From an optimization exercise on the open Yosys and OpenROAD flow, aimed at small area, a short achievable clock period and few clock cycles per item; shortcuts taken in it are not production practice.
At most, simulation tests tie the RTL to the original design; equivalence was not proved.
Power figures rest on the tool's default switching activity, not on a simulated workload.

==> flow/design.v (excerpt) <==
module s8b_decoder (
    input  wire        clk,
    input  wire        rst,
    input  wire        in_valid,
    output wire        in_ready,
    input  wire [63:0] in_word,
    output wire        out_valid,
    input  wire        out_ready,
    output wire [31:0] out_data,
    output wire        out_last,
    output wire [5:0]  out_width,
    output wire        err
);
For scale: ~470 cells after synthesis, ~110 I/O pins, roughly 0.0040 mm2 of cells after synthesis.
Settings: LEC_CHECK=0, ABC_AREA=1, CAP_MARGIN=20, CORE_MARGIN=2, CORE_UTILIZATION=45, SETUP_SLACK_MARGIN=4.2, SLEW_MARGIN=20; clock period 7.5 ns.
standard.sh (not shown) runs the stock make flow with config.mk's settings and CLKGATE_MAP_FILE= SYNTH_SCRIPT=/design/flow/synth_recipe.tcl, a recipe that flattens the netlist after the stock synthesis.
==> flow/flow/run.sh <==
#!/bin/bash
# Own layout flow: the standard ORFS flow with two changes.
#  1. Synthesis is the standard one (synth_recipe.tcl, same passes, same
#     registers); only the ABC script that maps the combinational logic to
#     cells is replaced by flow/abc.script (area-oriented mapping, after a time-limited deep AIG resynthesis, without the
#     buffering/upsizing passes of ORFS's script; timing is repaired later by
#     the standard flow as usual).
#     Yosys's full-adder extraction is skipped too (ADDER_MAP_FILE empty), so
#     ABC maps the adders along with the rest.
#  2. Port buffers are the smallest buffer (buf_1) instead of ORFS's default
#     pick; every port still gets its buffer, and repair upsizes them as needed.
# Each step's full output goes to a log file in this folder (and ORFS's own
# logs under orfs/logs/).
set -euo pipefail
W=$(pwd)
rm -rf "$W/scripts_own"
cp -r "$FLOW_HOME/scripts" "$W/scripts_own"
cp "$W/flow/abc.script" "$W/scripts_own/abc_area.script"
cp "$W/flow/abc.script" "$W/scripts_own/abc_speed.script"
bash standard.sh SCRIPTS_DIR="$W/scripts_own" ADDER_MAP_FILE= synth > "$W/run_synth.log" 2>&1
bash standard.sh "BUFFER_PORTS_ARGS=-buffer_cell sky130_fd_sc_hd__buf_1" finish > "$W/run_layout.log" 2>&1
==> flow/flow/abc.script <==
strash
ifraig
dc2
strash
&get -n
&deepsyn -T 120
&put
strash
&get -n
&dch -f
&nf -R 1000
&put
The first run finished clean.
Testbench counts at the start, summed over its fixed seeds: cycles 25,005, items 24,576.
Next try:
--- a/flow/config.mk
+++ b/flow/config.mk
@@ -9,5 +9,5 @@
 export CAP_MARGIN = 20
 export CORE_MARGIN = 2
-export CORE_UTILIZATION = 45
+export CORE_UTILIZATION = 55
 export SETUP_SLACK_MARGIN = 4.2
 export SLEW_MARGIN = 20
After rerunning:
- sequential power hardly moves
- final area fell by 0.57%
- setup slack is better by 0.0046 ns
- global-route usage rose by 6.4 points
- hold slack is worse by 0.015 ns
- maximum frequency stays flat
- synthesized cell count fell by 1.3%
- via count rose by 1.4%
- power rose by 5.5%
Next try:
--- a/flow/flow/run.sh
+++ b/flow/flow/run.sh
@@ -1,4 +1,4 @@
 #!/bin/bash
-# Own layout flow: the standard ORFS flow with two changes.
+# Own layout flow: the standard ORFS flow with three changes.
 #  1. Synthesis is the standard one (synth_recipe.tcl, same passes, same
 #     registers); only the ABC script that maps the combinational logic to
@@ -10,4 +10,6 @@
 #  2. Port buffers are the smallest buffer (buf_1) instead of ORFS's default
 #     pick; every port still gets its buffer, and repair upsizes them as needed.
+#  3. flow/io.tcl (IO_CONSTRAINTS) places the out_ready and in_ready pins
+#     next to each other; the pin placer places all pins as usual.
 # Each step's full output goes to a log file in this folder (and ORFS's own
 # logs under orfs/logs/).
@@ -19,3 +21,3 @@
 cp "$W/flow/abc.script" "$W/scripts_own/abc_speed.script"
 bash standard.sh SCRIPTS_DIR="$W/scripts_own" ADDER_MAP_FILE= synth > "$W/run_synth.log" 2>&1
-bash standard.sh "BUFFER_PORTS_ARGS=-buffer_cell sky130_fd_sc_hd__buf_1" finish > "$W/run_layout.log" 2>&1
+bash standard.sh "BUFFER_PORTS_ARGS=-buffer_cell sky130_fd_sc_hd__buf_1" "IO_CONSTRAINTS=$W/flow/io.tcl" finish > "$W/run_layout.log" 2>&1
==> flow/flow/io.tcl (new file) <==
# Keep out_ready and in_ready side by side on the die edge: the only path
# from an input port to an output port runs between them.
set_io_pin_constraint -group -order -pin_names {out_ready in_ready}
--- a/flow/config.mk
+++ b/flow/config.mk
@@ -10,4 +10,4 @@
 export CORE_MARGIN = 2
 export CORE_UTILIZATION = 55
-export SETUP_SLACK_MARGIN = 4.2
+export SETUP_SLACK_MARGIN = 4.35
 export SLEW_MARGIN = 20
Outcome:
- worst hold slack is better by 0.024 ns
- combinational power decreases by roughly a tenth
- design area increases slightly
- routed wire length decreases by a few percent
- synthesized area is unchanged
- worst setup slack hardly moves
- critical path depth does not change

========
Another version of the RTL of s8b_decoder (not shown whole).
Size: roughly 56 flip-flops, about 110 I/O pins.
## s8b_decoder
module s8b_decoder (
    input  wire        clk,
    input  wire        rst,
    input  wire        in_valid,
    output wire        in_ready,
    input  wire [63:0] in_word,
    output wire        out_valid,
    input  wire        out_ready,
    output wire [31:0] out_data,
    output wire        out_last,
    output wire [5:0]  out_width,
    output wire        err
);
    function [5:0] s8b_b;
        input [3:0] s;
        case (s)
            4'd2: s8b_b = 6'd1;
            4'd3: s8b_b = 6'd2;
            4'd4: s8b_b = 6'd3;
            4'd5: s8b_b = 6'd4;
            4'd6: s8b_b = 6'd5;
            4'd7: s8b_b = 6'd6;
            4'd8: s8b_b = 6'd7;
            4'd9: s8b_b = 6'd8;
            4'd10: s8b_b = 6'd10;
            4'd11: s8b_b = 6'd12;
            4'd12: s8b_b = 6'd15;
            4'd13: s8b_b = 6'd20;
            4'd14: s8b_b = 6'd30;
            default: s8b_b = 6'd60;
        endcase
    endfunction
    function s8b_pen;
        input [3:0] s;
        input [5:0] sh;
        case (s)
            4'd2: s8b_pen = (sh == 6'd58);
            4'd3: s8b_pen = (sh == 6'd56);
            4'd4: s8b_pen = (sh == 6'd54);
            4'd5: s8b_pen = (sh == 6'd52);
  ...
clock: 7.5 ns
lec_check: 0
abc_area: 1
cap_margin: 20
core_margin: 2
core_utilization: 55
setup_slack_margin: 4.0
slew_margin: 20
==> flow/flow/run.sh <==
#!/bin/bash
# Own layout flow: the standard ORFS flow with two changes.
#  1. Synthesis is the standard one (synth_recipe.tcl, same passes, same
#     registers); only the ABC script that maps the combinational logic to
#     cells is replaced by flow/abc.script (area-oriented mapping without the
#     buffering/upsizing passes of ORFS's script; timing is repaired later by
#     the standard flow as usual).
#     Yosys's full-adder extraction is skipped too (ADDER_MAP_FILE empty), so
#     ABC maps the adders along with the rest.
#  2. Port buffers are the smallest buffer (buf_1) instead of ORFS's default
#     pick; every port still gets its buffer, and repair upsizes them as needed.
# Each step's full output goes to a log file in this folder (and ORFS's own
# logs under orfs/logs/).
set -euo pipefail
W=$(pwd)
rm -rf "$W/scripts_own"
cp -r "$FLOW_HOME/scripts" "$W/scripts_own"
cp "$W/flow/abc.script" "$W/scripts_own/abc_area.script"
cp "$W/flow/abc.script" "$W/scripts_own/abc_speed.script"
bash standard.sh SCRIPTS_DIR="$W/scripts_own" ADDER_MAP_FILE= synth > "$W/run_synth.log" 2>&1
bash standard.sh "BUFFER_PORTS_ARGS=-buffer_cell sky130_fd_sc_hd__buf_1" finish > "$W/run_layout.log" 2>&1
==> flow/flow/abc.script <==
strash
ifraig
dc2
dc2
strash
&get -n
&dch -f
&nf -R 1000
&put
topo
Testbench counts at the start, summed over its fixed seeds: cycles 24,584, items 24,576.
Change:
--- a/flow/flow/run.sh
+++ b/flow/flow/run.sh
@@ -19,3 +19,3 @@
 cp "$W/flow/abc.script" "$W/scripts_own/abc_speed.script"
 bash standard.sh SCRIPTS_DIR="$W/scripts_own" ADDER_MAP_FILE= synth > "$W/run_synth.log" 2>&1
-bash standard.sh "BUFFER_PORTS_ARGS=-buffer_cell sky130_fd_sc_hd__buf_1" finish > "$W/run_layout.log" 2>&1
+bash standard.sh "BUFFER_PORTS_ARGS=-buffer_cell sky130_fd_sc_hd__buf_1" RECOVER_POWER=100 finish > "$W/run_layout.log" 2>&1
After rerunning: The new run finished with timing, DRC and antenna clean; die area stays the same; total power went down by 0.85%; final area fell by 2.1%; flip-flop and latch count is unchanged; clock power hardly moves; core utilization goes down by 1.4 points; clock-buffer cell count does not change.

========
Setup of alpha:
s8b_decoder, a different RTL version from the one above (not shown whole).
Size in the first run: roughly 56 flip-flops, ~110 I/O pins, roughly 0.0038 mm^2 of cells after synthesis.
==> flow/config.mk <==
export PLATFORM = sky130hd
export DESIGN_NAME = s8b_decoder
export DESIGN_NICKNAME = s8b_decoder
export VERILOG_FILES = /design/flow/design.v
export SDC_FILE = /design/flow/constraint.sdc
export NUM_CORES = 4
export LEC_CHECK = 0
export ABC_AREA = 1
export CAP_MARGIN = 20
export CORE_MARGIN = 2
export CORE_UTILIZATION = 55
export SETUP_SLACK_MARGIN = 3.5
export SLEW_MARGIN = 20
==> flow/constraint.sdc <==
create_clock -name core_clock -period 7.5 [get_ports {clk}]
set_input_delay 1.5000 -clock core_clock [delete_from_list [all_inputs] [get_ports {clk}]]
set_output_delay 1.5000 -clock core_clock [all_outputs]
set_load 0.01 [all_outputs]
==> flow/flow/run.sh <==
#!/bin/bash
# Own layout flow: the standard ORFS flow with two changes.
#  1. Synthesis is the standard one (synth_recipe.tcl, same passes, same
#     registers); only the ABC script that maps the combinational logic to
#     cells is replaced by flow/abc.script (area-oriented mapping without the
#     buffering/upsizing passes of ORFS's script; timing is repaired later by
#     the standard flow as usual).
#     Yosys's full-adder extraction is skipped too (ADDER_MAP_FILE empty), so
#     ABC maps the adders along with the rest.
#  2. Port buffers are the smallest buffer (buf_1) instead of ORFS's default
#     pick; every port still gets its buffer, and repair upsizes them as needed.
# Each step's full output goes to a log file in this folder (and ORFS's own
# logs under orfs/logs/).
set -euo pipefail
W=$(pwd)
rm -rf "$W/scripts_own"
cp -r "$FLOW_HOME/scripts" "$W/scripts_own"
cp "$W/flow/abc.script" "$W/scripts_own/abc_area.script"
cp "$W/flow/abc.script" "$W/scripts_own/abc_speed.script"
bash standard.sh SCRIPTS_DIR="$W/scripts_own" ADDER_MAP_FILE= synth > "$W/run_synth.log" 2>&1
bash standard.sh "BUFFER_PORTS_ARGS=-buffer_cell sky130_fd_sc_hd__buf_1" finish > "$W/run_layout.log" 2>&1
Scripts as last shown in full above: flow/flow/abc.script
--- input diff alpha..beta ---
- SETUP_SLACK_MARGIN now 3.8, was 3.5
==> run notes <==
Looking at alpha and beta, the clock-pin transition on the worst setup and hold timing paths is a wash. Going from alpha to beta, core utilization went up by 4.4 points; power shows an increase of 0.056 mW; power dissipated in the clock network went up. Cmp beta vs alpha: combinational power higher in beta. beta vs. alpha: worst setup slack shows an increase of 93 ps; number of detailed-route iterations in the first pass increased by 2 relative to the old numbers. Taking alpha as the reference, in beta internal power summed over all cells higher; routed length per instance higher. Compared beta against alpha; buffering stage count on the worst path with inverters included within noise. alpha vs beta, first element of the critical path: in_word[61] vs in_word[60]. Comparing beta with alpha, the sequential power came out essentially unchanged.
No functional check of the RTL was part of any run of this note.

========
RTL: one of the versions met above, not the one the previous note started from.
Size in the first run: about 460 cells after synthesis, about 62 flip-flops.
clock: 7.5 ns
lec_check: 0
abc_area: 1
cap_margin: 20
core_margin: 2
core_utilization: 55
setup_slack_margin: 4.2
slew_margin: 20
==> flow/flow/run.sh <==
#!/bin/bash
# Own layout flow: the standard ORFS flow with three changes.
#  1. Synthesis is the standard one (synth_recipe.tcl, same passes, same
#     registers); only the ABC script that maps the combinational logic to
#     cells is replaced by flow/abc.script (area-oriented mapping, after a time-limited deep AIG resynthesis, without the
#     buffering/upsizing passes of ORFS's script; timing is repaired later by
#     the standard flow as usual).
#     Yosys's full-adder extraction is skipped too (ADDER_MAP_FILE empty), so
#     ABC maps the adders along with the rest.
#  2. Port buffers are the smallest buffer (buf_1) instead of ORFS's default
#     pick; every port still gets its buffer, and repair upsizes them as needed.
#  3. flow/io.tcl (IO_CONSTRAINTS) places the out_ready and in_ready pins
#     next to each other; the pin placer places all pins as usual.
# Each step's full output goes to a log file in this folder (and ORFS's own
# logs under orfs/logs/).
set -euo pipefail
W=$(pwd)
rm -rf "$W/scripts_own"
cp -r "$FLOW_HOME/scripts" "$W/scripts_own"
cp "$W/flow/abc.script" "$W/scripts_own/abc_area.script"
cp "$W/flow/abc.script" "$W/scripts_own/abc_speed.script"
bash standard.sh SCRIPTS_DIR="$W/scripts_own" ADDER_MAP_FILE= synth > "$W/run_synth.log" 2>&1
bash standard.sh "BUFFER_PORTS_ARGS=-buffer_cell sky130_fd_sc_hd__buf_1" "IO_CONSTRAINTS=$W/flow/io.tcl" finish > "$W/run_layout.log" 2>&1
==> flow/flow/abc.script <==
strash
ifraig
dc2
strash
&get -n
&deepsyn -T 120
&put
strash
&get -n
&dch -f
&nf -R 1000
&put
==> flow/flow/io.tcl <==
# Keep out_ready and in_ready side by side on the die edge: the only path
# from an input port to an output port runs between them.
set_io_pin_constraint -group -order -pin_names {out_ready in_ready}
The starting point completed with no timing, DRC or antenna violations.
Testbench counts at the start, summed over its fixed seeds: cycles 25,005, items 24,576.
Edit:
==> flow/flow/run.sh (replaced) <==
#!/bin/bash
# Own layout flow: the standard ORFS flow with two changes.
#  1. Synthesis is the standard one (synth_recipe.tcl, same passes, same
#     registers); only the ABC script that maps the combinational logic to
#     cells is replaced by flow/abc.script (area-oriented mapping without the
#     buffering/upsizing passes of ORFS's script; timing is repaired later by
#     the standard flow as usual).
#     Yosys's full-adder extraction is skipped too (ADDER_MAP_FILE empty), so
#     ABC maps the adders along with the rest.
#  2. Port buffers are the smallest buffer (buf_1) instead of ORFS's default
#     pick; every port still gets its buffer, and repair upsizes them as needed.
# Each step's full output goes to a log file in this folder (and ORFS's own
# logs under orfs/logs/).
set -euo pipefail
W=$(pwd)
rm -rf "$W/scripts_own"
cp -r "$FLOW_HOME/scripts" "$W/scripts_own"
cp "$W/flow/abc.script" "$W/scripts_own/abc_area.script"
cp "$W/flow/abc.script" "$W/scripts_own/abc_speed.script"
bash standard.sh SCRIPTS_DIR="$W/scripts_own" ADDER_MAP_FILE= synth > "$W/run_synth.log" 2>&1
bash standard.sh "BUFFER_PORTS_ARGS=-buffer_cell sky130_fd_sc_hd__buf_1" finish > "$W/run_layout.log" 2>&1
==> flow/flow/abc.script (replaced) <==
strash
ifraig
dc2
dc2
strash
&get -n
&dch -f
&nf -R 1000
&put
topo
CORE_UTILIZATION = 65   (was 55)
CTS_BUF_LIST = sky130_fd_sc_hd__clkbuf_16   (was default)
CTS_CLUSTER_DIAMETER = 200   (was default)
CTS_CLUSTER_SIZE = 32   (was default)
removed: flow/flow/io.tcl
Effect: The new run went through all stages and came out clean. Via count is higher by a few percent. Total power falls by a few percent. Cell area grows by a few percent. Sequential power falls by a few percent.
Edit:
CORE_UTILIZATION = 55   (was 65)
CTS_BUF_LIST = default   (was sky130_fd_sc_hd__clkbuf_16)
CTS_CLUSTER_DIAMETER = default   (was 200)
CTS_CLUSTER_SIZE = default   (was 32)
Result:
- via count falls by 4.9%
- synthesized area stays the same
- clock power came out lower by 26%
- non-clock buffer count increases by 2
- cell area is lower by 0.88%

========
v23:
s8b_decoder, a different RTL version from the one above (not shown whole).
Size in the first run: roughly 880 cells after synthesis, roughly 60 flip-flops, about 110 I/O pins, about 5600 µm² of cells after synthesis.
==> flow/config.mk <==
export PLATFORM = sky130hd
export DESIGN_NAME = s8b_decoder
export DESIGN_NICKNAME = s8b_decoder
export VERILOG_FILES = /design/flow/design.v
export SDC_FILE = /design/flow/constraint.sdc
export NUM_CORES = 4
export LEC_CHECK = 0
export ABC_AREA = 1
export CAP_MARGIN = 20
export CORE_MARGIN = 2
export CORE_UTILIZATION = 40
export SLEW_MARGIN = 20
==> flow/constraint.sdc <==
create_clock -name core_clock -period 7.5 [get_ports {clk}]
set_input_delay 1.5000 -clock core_clock [delete_from_list [all_inputs] [get_ports {clk}]]
set_output_delay 1.5000 -clock core_clock [all_outputs]
set_load 0.01 [all_outputs]
run.sh (not shown) runs the stock make flow with config.mk's settings and CLKGATE_MAP_FILE= SYNTH_SCRIPT=/design/flow/synth_recipe.tcl, a recipe that flattens the netlist after the stock synthesis.
Stock flow here: none of the scripts above is used.
Input changes introduced in v31 (baseline for comparison: v23):
# v23
export LEC_CHECK = 0
export ABC_AREA = 1
export CAP_MARGIN = 20
export CORE_MARGIN = 2
export CORE_UTILIZATION = 40
export SLEW_MARGIN = 20
create_clock -name core_clock -period 7.5 [get_ports {clk}]
# v31
export LEC_CHECK = 0
export ABC_AREA = 1
export CAP_MARGIN = 20
export CORE_MARGIN = 2
export CORE_UTILIZATION = 40
export SETUP_SLACK_MARGIN = 4.0
export SLEW_MARGIN = 20
create_clock -name core_clock -period 7.5 [get_ports {clk}]
Findings:
| post-CTS clock slew at the launch and capture registers of the worst setup and hold paths | v23 vs v31 | ≈ equal |. The lower routed wire length came out of v23. The relative area of non-clock buffer cells in the final design number comes out lower for v23 vs v31. Compared with v23, global-route wire length before repair in v31 increased slightly. From v23 to v31 the numbers moved as follows: clock period minus worst slack decreased 1.38 ns; share of the core filled with cells in the final layout increased 2.0 points; smallest setup slack after layout increased 1.38 ns; number of clock-tree buffers in the layout increased 3; average wire per cell in the routed design increased 0.55%.
Function was not checked in any run of this note: the RTL went through the layout flow alone.

==> what the ideal ports hide <==
No port has a modelled driver above. Below, the same layouts with a new extraction and two added sets of constraints. Step 1 sets driving cells, clkbuf_16 on the clock port and buf_2 on the other inputs (assumed; they add their load-dependent delay and slew). Step 2 times the ports against the registers' clock, not the clock port: input delays grow and output delays shrink by t, the midpoint of the rising clock arrivals with the driver on. Slacks: no drivers / after step 1 / after step 2; pairs: no drivers / after step 1.
run	t (ns)	slack for setup (ns)	worst register clock-pin slew, ns
the first run of note 1	0.373	4.116 / 4.083 / 3.932	0.08 / 0.08
the second run of note 1	0.377	4.121 / 4.090 / 3.924	0.08 / 0.08
the third run of note 1	0.389	4.123 / 4.089 / 4.013	0.08 / 0.08
the first run of note 2	0.355	3.731 / 3.675 / 3.556	0.12 / 0.12
the second run of note 2	0.350	3.105 / 3.113 / 2.763	0.12 / 0.12
alpha	0.350	3.539 / 3.542 / 3.192	0.11 / 0.11
beta	0.342	3.632 / 3.584 / 3.242	0.11 / 0.11
the first run of note 4	0.373	4.108 / 4.077 / 3.848	0.08 / 0.08
the second run of note 4	0.374	4.108 / 4.075 / 3.881	0.06 / 0.06
the third run of note 4	0.384	4.093 / 4.042 / 3.795	0.08 / 0.08
v23	0.378	2.310 / 2.287 / 2.287	0.06 / 0.06
v31	0.380	3.693 / 3.644 / 3.623	0.06 / 0.06
After both steps every run listed still meets setup and hold. The setup slack of beta, which loses most, moves by -0.048 ns with the drivers and by -0.390 ns with both steps.
